From an optimization exercise on the open Yosys and OpenROAD flow, aimed at small area, a short achievable clock period and few clock cycles; shortcuts taken in it are not production practice.
Function was checked by simulation only, so behaviour that the tests miss may differ from the original.

<file path="design/flow/config.mk">
export PLATFORM = sky130hd
export DESIGN_NAME = unthbuf_unit
export DESIGN_NICKNAME = unthbuf_unit
export VERILOG_FILES = /design/flow/design.v
export SDC_FILE = /design/flow/constraint.sdc
export NUM_CORES = 4
export LEC_CHECK = 0
export CAP_MARGIN = 20
export CORE_MARGIN = 2
export CORE_UTILIZATION = 30
export PLACE_DENSITY = 0.45
export SLEW_MARGIN = 20
</file>
<file path="design/flow/constraint.sdc">
create_clock -name core_clock -period 100.0 [get_ports {clk}]
set_input_delay 20.0000 -clock core_clock [delete_from_list [all_inputs] [get_ports {clk}]]
set_output_delay 20.0000 -clock core_clock [all_outputs]
set_load 0.01 [all_outputs]
</file>
<file path="design/flow/design.v">
module unthbuf_unit (
    input  wire        clk,
    input  wire        rst,         
    input  wire        cmd_valid,
    input  wire [7:0]  cmd_op,
    input  wire [63:0] cmd_a,
    input  wire [63:0] cmd_b,
    output reg         rsp_valid,
    output reg  [7:0]  rsp_status,
    output reg  [63:0] rsp_d0,
    output reg  [63:0] rsp_d1
);
    localparam MAX_CELLS = 8;        
    localparam CW        = 3;        
    localparam LW        = 10;       
    localparam IW        = 9;        
    localparam OP_CFGA = 8'h01;
    localparam OP_CFGP = 8'h02;
    localparam OP_GET  = 8'h03;
    localparam OP_SET  = 8'h04;
    localparam OP_LEN  = 8'h05;
    localparam OP_PAD  = 8'h06;
    localparam OP_CAP  = 8'h07;
    localparam OP_LOC  = 8'h08;
    localparam OP_RDC  = 8'h09;
    localparam ST_OK        = 8'h00;
    localparam ST_BADWIDTH  = 8'h01;
    localparam ST_INDEX     = 8'h02;
    localparam ST_TOOWIDE   = 8'h03;
    localparam ST_CAPACITY  = 8'h04;
    localparam ST_ILLEGAL   = 8'h05;
    localparam ST_NOTCFG    = 8'h06;
    localparam ST_CELLRANGE = 8'h07;
    reg          configured;
    reg          packed_lay;     
    reg  [6:0]   width;          
    reg  [LW-1:0] length;        
    reg  [63:0]  cells [0:MAX_CELLS-1];
    wire [6:0]  epc     = 7'd64 / width;                  
    wire [6:0]  ppc     = 7'd64 - epc * width;            
    wire [63:0] wmask   = ~({64{1'b1}} << width);         
    wire [15:0] len_bits = length * width;
    wire [LW-1:0] cap_aligned = (length + epc - 1) / epc;
    wire [LW-1:0] cap_packed  = (len_bits + 16'd63) >> 6;
    wire [LW-1:0] capacity    = packed_lay ? cap_packed : cap_aligned;
    wire [15:0] padding       = packed_lay ? 16'd0 : ppc * capacity;
    wire          idx_oob = (|cmd_a[63:LW]) || (cmd_a[LW-1:0] >= length);
    wire [IW-1:0] idx     = cmd_a[IW-1:0];
    wire [15:0] start_bit  = idx * width;
    wire [IW-1:0] al_cell  = idx / epc;
    wire [IW-1:0] al_slot  = idx % epc;
    wire [15:0] al_off     = al_slot * width;
    wire [CW-1:0] loc_cell = packed_lay ? start_bit[6+CW-1:6] : al_cell[CW-1:0];
    wire [5:0]    loc_off  = packed_lay ? start_bit[5:0]      : al_off[5:0];
    wire [7:0]    off_end  = {2'b00, loc_off} + {1'b0, width};
    wire          spanning = packed_lay && (off_end > 8'd64);
    wire [6:0]    low_bits  = spanning ? (7'd64 - {1'b0, loc_off}) : width;
    wire [6:0]    high_bits = spanning ? (width - low_bits) : 7'd0;
    wire [CW-1:0] rd_idx  = (cmd_op == OP_RDC) ? cmd_a[CW-1:0] : loc_cell;
    wire [CW-1:0] rd_idx1 = loc_cell + 1'b1;
    wire [63:0]   c0      = cells[rd_idx];
    wire [63:0]   c1      = cells[rd_idx1];
    wire [63:0] get_val = ((c0 >> loc_off) | (spanning ? (c1 << low_bits) : 64'd0)) & wmask;
    wire        too_wide = |(cmd_b >> width);
    wire [63:0] new_c0   = (c0 & ~(wmask << loc_off)) | (cmd_b << loc_off);
    wire [63:0] new_c1   = (c1 & ~(wmask >> low_bits)) | (cmd_b >> low_bits);
    wire        cell_oob = (|cmd_a[63:LW]) || (cmd_a[LW-1:0] >= capacity);
    wire        cfg_width_ok = (cmd_b != 64'd0) && (cmd_b <= 64'd64);
    wire [6:0]  cfg_w        = cmd_b[6:0];
    wire [6:0]  cfg_epc      = 7'd64 / cfg_w;
    wire [17:0] cfg_bits     = cmd_a[LW-1:0] * cfg_w;
    wire        cfg_big      = |cmd_a[63:LW];
    wire        cfg_over_a   = cfg_big || (cmd_a[LW-1:0] > MAX_CELLS * cfg_epc);
    wire        cfg_over_p   = cfg_big || (cfg_bits > 64 * MAX_CELLS);
    wire        cfg_over     = (cmd_op == OP_CFGP) ? cfg_over_p : cfg_over_a;
    reg  [7:0]  status;
    reg  [63:0] d0, d1;
    reg         do_cfg, do_set;
    always @(*) begin
        status = ST_OK;
        d0     = 64'd0;
        d1     = 64'd0;
        do_cfg = 1'b0;
        do_set = 1'b0;
        case (cmd_op)
            OP_CFGA, OP_CFGP: begin
                if (!cfg_width_ok)   status = ST_BADWIDTH;
                else if (cfg_over)   status = ST_CAPACITY;
                else                 do_cfg = 1'b1;
            end
            OP_GET: begin
                if (!configured)     status = ST_NOTCFG;
                else if (idx_oob)    status = ST_INDEX;
                else                 d0 = get_val;
            end
            OP_SET: begin
                if (!configured)     status = ST_NOTCFG;
                else if (idx_oob)    status = ST_INDEX;
                else if (too_wide)   status = ST_TOOWIDE;
                else                 do_set = 1'b1;
            end
            OP_LEN: begin
                if (!configured)     status = ST_NOTCFG;
                else                 d0 = {{(64-LW){1'b0}}, length};
            end
            OP_PAD: begin
                if (!configured)     status = ST_NOTCFG;
                else                 d0 = {48'd0, padding};
            end
            OP_CAP: begin
                if (!configured)     status = ST_NOTCFG;
                else                 d0 = {{(64-LW){1'b0}}, capacity};
            end
            OP_LOC: begin
                if (!configured)     status = ST_NOTCFG;
                else if (idx_oob)    status = ST_INDEX;
                else begin
                    d0 = {{(64-CW){1'b0}}, loc_cell};
                    d1 = {41'd0, high_bits, 1'b0, low_bits, 1'b0, spanning, loc_off};
                end
            end
            OP_RDC: begin
                if (!configured)     status = ST_NOTCFG;
                else if (cell_oob)   status = ST_CELLRANGE;
                else                 d0 = c0;
            end
            default:                 status = ST_ILLEGAL;
        endcase
    end
    wire accept = cmd_valid && !rst;
    always @(posedge clk) begin
        if (rst) begin
            configured <= 1'b0;
            rsp_valid  <= 1'b0;
        end else begin
            rsp_valid <= cmd_valid;
            if (cmd_valid && do_cfg)
                configured <= 1'b1;
        end
    end
    always @(posedge clk) begin
        if (cmd_valid) begin
            rsp_status <= status;
            rsp_d0     <= d0;
            rsp_d1     <= d1;
        end
        if (accept && do_cfg) begin
            packed_lay <= (cmd_op == OP_CFGP);
            width      <= cfg_w;
            length     <= cmd_a[LW-1:0];
        end
    end
    integer k;
    always @(posedge clk) begin
        for (k = 0; k < MAX_CELLS; k = k + 1) begin
            if (accept && do_cfg)
                cells[k] <= 64'd0;
            else if (accept && do_set && loc_cell == k)
                cells[k] <= new_c0;
            else if (accept && do_set && spanning && rd_idx1 == k)
                cells[k] <= new_c1;
        end
    end
endmodule
</file>
<file path="design/flow/run.sh">
#!/bin/bash
# synth_recipe.tcl (not shown) runs the flow's synth.tcl, then flattens the netlist and writes it again
# the make line also repeats each setting of config.mk as NAME=value (left out here)
make -C /OpenROAD-flow-scripts/flow DESIGN_CONFIG=/design/flow/config.mk WORK_HOME=/design/flow/orfs CLKGATE_MAP_FILE= SYNTH_SCRIPT=/design/flow/synth_recipe.tcl finish
</file>
==> flow_metrics.tcl <==
set metrics [dict create \
    synth_cells 13200 \
    grt-ovfl-total 0 \
    ant_nets 0 \
    drcViolationCount 0 \
    die_area_mm2 0.301 \
    grt_pass1_wl_um 752000 \
    num_rows 199 \
    num_vias 106000 \
    hp-class "reg -> reg" \
    grt_pass1_vias 96500 \
    ys_types 144 \
    drt_iter0_drc 14500 \
    reg2reg_depth 487 \
    cp-endpoint "rsp_d0[15]$_DFFE_PP_" \
    synth_top_family_by_area "compound AO/OA/AOI/OAI gates" \
    clk_pin_slew_worst_paths_ns 0.06 \
    clk_path_buf_depth 3 \
    post_drt_wl_per_cell_um 31.4 \
    first_pass_iters 6 \
    maxCapViolCount 0 \
    yosysWarnings 2 \
    netlist_area_mm2 0.0890 \
    finalClockSkew_ns 0.0455 \
    wl_met3_um 57200 \
    r2r_start "width[5]$_DFFE_PP_" \
    yosysMostFrequentCell "nand2_1" \
    reg2reg_to "rsp_d0[15]$_DFFE_PP_" \
    place.gp.congestion 1.04 \
    critPathMaxFanout 13 \
    nFillCells 32200 \
    seqCellArea_mm2 0.0135 \
    layout-drive-gt1-share 0.0963 \
    rrSetupSlack_ns 6.50 \
    crit_start "width[5]$_DFFE_PP_" \
    core-area_mm2 0.295 \
    cp.required_ns 100.44 \
    wirelength_met1_um 234000 \
    fmax_ghz 0.0107 \
    cp_slowest_cell "or4b_4" \
    io_buffer_count 227 \
    synthAdderAreaFrac 0.103 \
    cts_made_buffers 78 \
    setup_viol 0 \
    crit_path_max_incr_delay_ns 0.59 \
    hold_violations 0 \
    async_flop_share 0 \
    muxShareOfSynthArea 0.111 \
    die_h_um 549 \
    dr_wl_met2_um 217000 \
    start_util 0.302 \
    fin_crit_ns 93.50 \
    highest-signal-layer "met5" \
    yosys.area.top_type "dfxtp_1" \
    synth-simple-area-share 0.272 \
    finalNetCount 13900 \
    cts_tree "done" \
    root_buffer "clkbuf_16" \
    synth.avg_cell_area_um2 6.76 \
    yosysSeqAreaShare 0.151 \
    chipWidth_um 549 \
    totalWireLength_um 540000 \
    layout-area-overhead-vs-synth_pct 13.7 \
    endpoint_kind "flop" \
    cpMostUsedCell "o21a_1" \
    yosysTopAreaCellShare 0.116 \
    io_pins 276 \
    multi_input_area_mm2 0.0719 \
    hold_depth 2 \
    vias_per_cell 6.18 \
    fin_crit_sh 0.935 \
    synth_compound_gate_area_share 0.280 \
    synth_area_leaders "dfxtp_1 12%, nand2_1 8.8%, nor2_1 8.8%" \
    synthTopCellsByCount "2095 x nand2_1, 2087 x nor2_1, 1059 x a21oi_1" \
    slew_headroom 0.143 \
    synthFlopType "dfxtp_1" \
    drv_slew 0 \
    crit_type "reg -> reg" \
    arrival_ns 93.94 \
    instances_no_fill 17200 \
    cts.sinks 620 \
    tightest_slew_ns 1.27 \
    clk_latency_ns 0.77 \
    synth-edff-count 106 \
    synth-seq-cells 620 \
    synthXorXnorAreaFrac 0.0246 \
    dp_cells 16900 \
    antenna_found_initial 66 \
    hpwl_um 397000 \
    grtUsageTotal 0.342 \
    outcome "complete, no violations" \
    grt_max_degree 116 \
    htree_levels 3 \
    startpoint_type "flop" \
]
[critical path: cells and delay by family (launching register included)]
kind	cells	cell delay [ns]
AO/OA/AOI/OAI	254	46.40
AND/OR/NAND/NOR	161	27.67
adder cells (fa/ha/maj)	46	14.53
multiplexers	7	1.87
buffers and inverters	17	1.68
flip-flops	1	0.46
XOR/XNOR	2	0.29
[state kept, by name, summed over array words and instances, names as in the netlist]
name	flops
rsp_d0	64
cells	512
length	10
packed_lay	1
rsp_valid	1
configured	1
rsp_d1	21
rsp_status	3
width	7
[logic make-up after synthesis]
group / Yosys count
AND/OR/NAND/NOR: 5617
AO/OA/AOI/OAI: 3803
buffers and inverters: 1334
multiplexers: 902
adder cells (fa/ha/maj): 638
flip-flops: 620
XOR/XNOR: 250
other: 2
[worst min path at each step]
stage / end / startpoint
2_1_floorplan: cells[3][53]$_SDFFE_PP0P_ / cells[3][53]$_SDFFE_PP0P_
3_5_place_dp: cells[3][53]$_SDFFE_PP0P_ / cells[3][53]$_SDFFE_PP0P_
4_1_cts: cells[3][9]$_SDFFE_PP0P_ / cells[3][9]$_SDFFE_PP0P_
6_report: cells[3][53]$_SDFFE_PP0P_ / cells[3][53]$_SDFFE_PP0P_
3_3_place_gp: cells[3][43]$_SDFFE_PP0P_ / cells[3][43]$_SDFFE_PP0P_
[per-layer routing]
metal	up-vias	track usage
li1	47500	-
met3	1176	0.0846
met1	51300	0.471
met4	24	0.174
met5	-	0.00269
met2	6148	0.490
[stage by stage]
step | utilization | setup TNS [ns] | hold WS [ns] | area [um^2] | setup slack [ns]
final | 0.344 | 0 | 0.520 | 101000 | 6.50
after global routing | 0.343 | -0.969 | 0.538 | 101000 | -0.414
after floorplan | - | 0 | 0.471 | 89300 | 0.000547
after CTS | 0.340 | 0 | 0.519 | 100000 | 0.113
after detailed placement | 0.331 | -99.31 | 0.503 | 97500 | -2.62
after global placement | 0.331 | -25.12 | 0.501 | 97400 | -1.42
[area by class of cell]
type / count / share of cell area
clock inverters: 22 / 0.00239
multi-input cells: 11300 / 0.710
inverters: 352 / 0.0135
diodes: 40 / 0.000989
clock buffers: 113 / 0.0215
flip-flops and latches: 620 / 0.133
repair buffers: 851 / 0.0698
well taps: 3919 / 0.0484
[cell usage in the layout (no fill, tap or decap), types with 96 or more instances in the layout]
cell             synthesis  layout
inv_1                  332     323
a21oi_1               1059    1018
and2_1                 103      99
nor3_1                 330     318
o21ai_1                 64      96
a22oi_1                168     168
o21ai_0                722     675
mux2i_1                752     745
edfxtp_1               106     106
dfxtp_1                514     514
o21a_1                 209     205
nor2_1                2087    2042
o31ai_1                117     114
xnor2_1                183     183
clkdlybuf4s50_1          0     226
o211ai_1               148     148
a221oi_1               232     230
a21o_1                  99      96
a211oi_1               192     189
nand3_1                403     394
ha_1                   482     480
buf_4                   51     614
nand2_1               2095    2081
fa_1                   154     154
a31oi_1                148     139
[repair_timing]
| item | in CTS | in global routing |
|---|---|---|
| setup endpoints to repair | 67 | 67 |
| pin swaps | 5 | 31 |
| setup buffers | 8 | 60 |
| hold buffers | 0 | 0 |
| gates resized for setup | 18 | 155 |
Testbench counts, summed over its fixed seeds: cycles 12,000.

-- separate check: timing with driven ports --
How much do the figures lean on ideal ports? The routed layout below was timed once more, with nothing changed but the port constraints. Step 1 sets driving cells, clkbuf_16 on the clock port and buf_2 on the other inputs (assumed; they add their load-dependent delay and slew). Step 2, shift: input delay + t, output delay - t, t = (earliest + latest rising clock arrival at the registers) / 2. This alone moves slack from input paths to output paths. Slacks: ideal / step 1 / step 2; pairs: ideal / step 1.
t, ns: 0.855
slack for setup (ns): 6.497 / 6.497 / 6.497
clock arrival spread, ns: 0.045 / 0.045
worst register clock-pin slew, ns: 0.07 / 0.07
After both steps setup and hold are still met in this run. For this run, drivers alone change the setup slack by 0.000 ns; drivers and shift together by 0.000 ns.
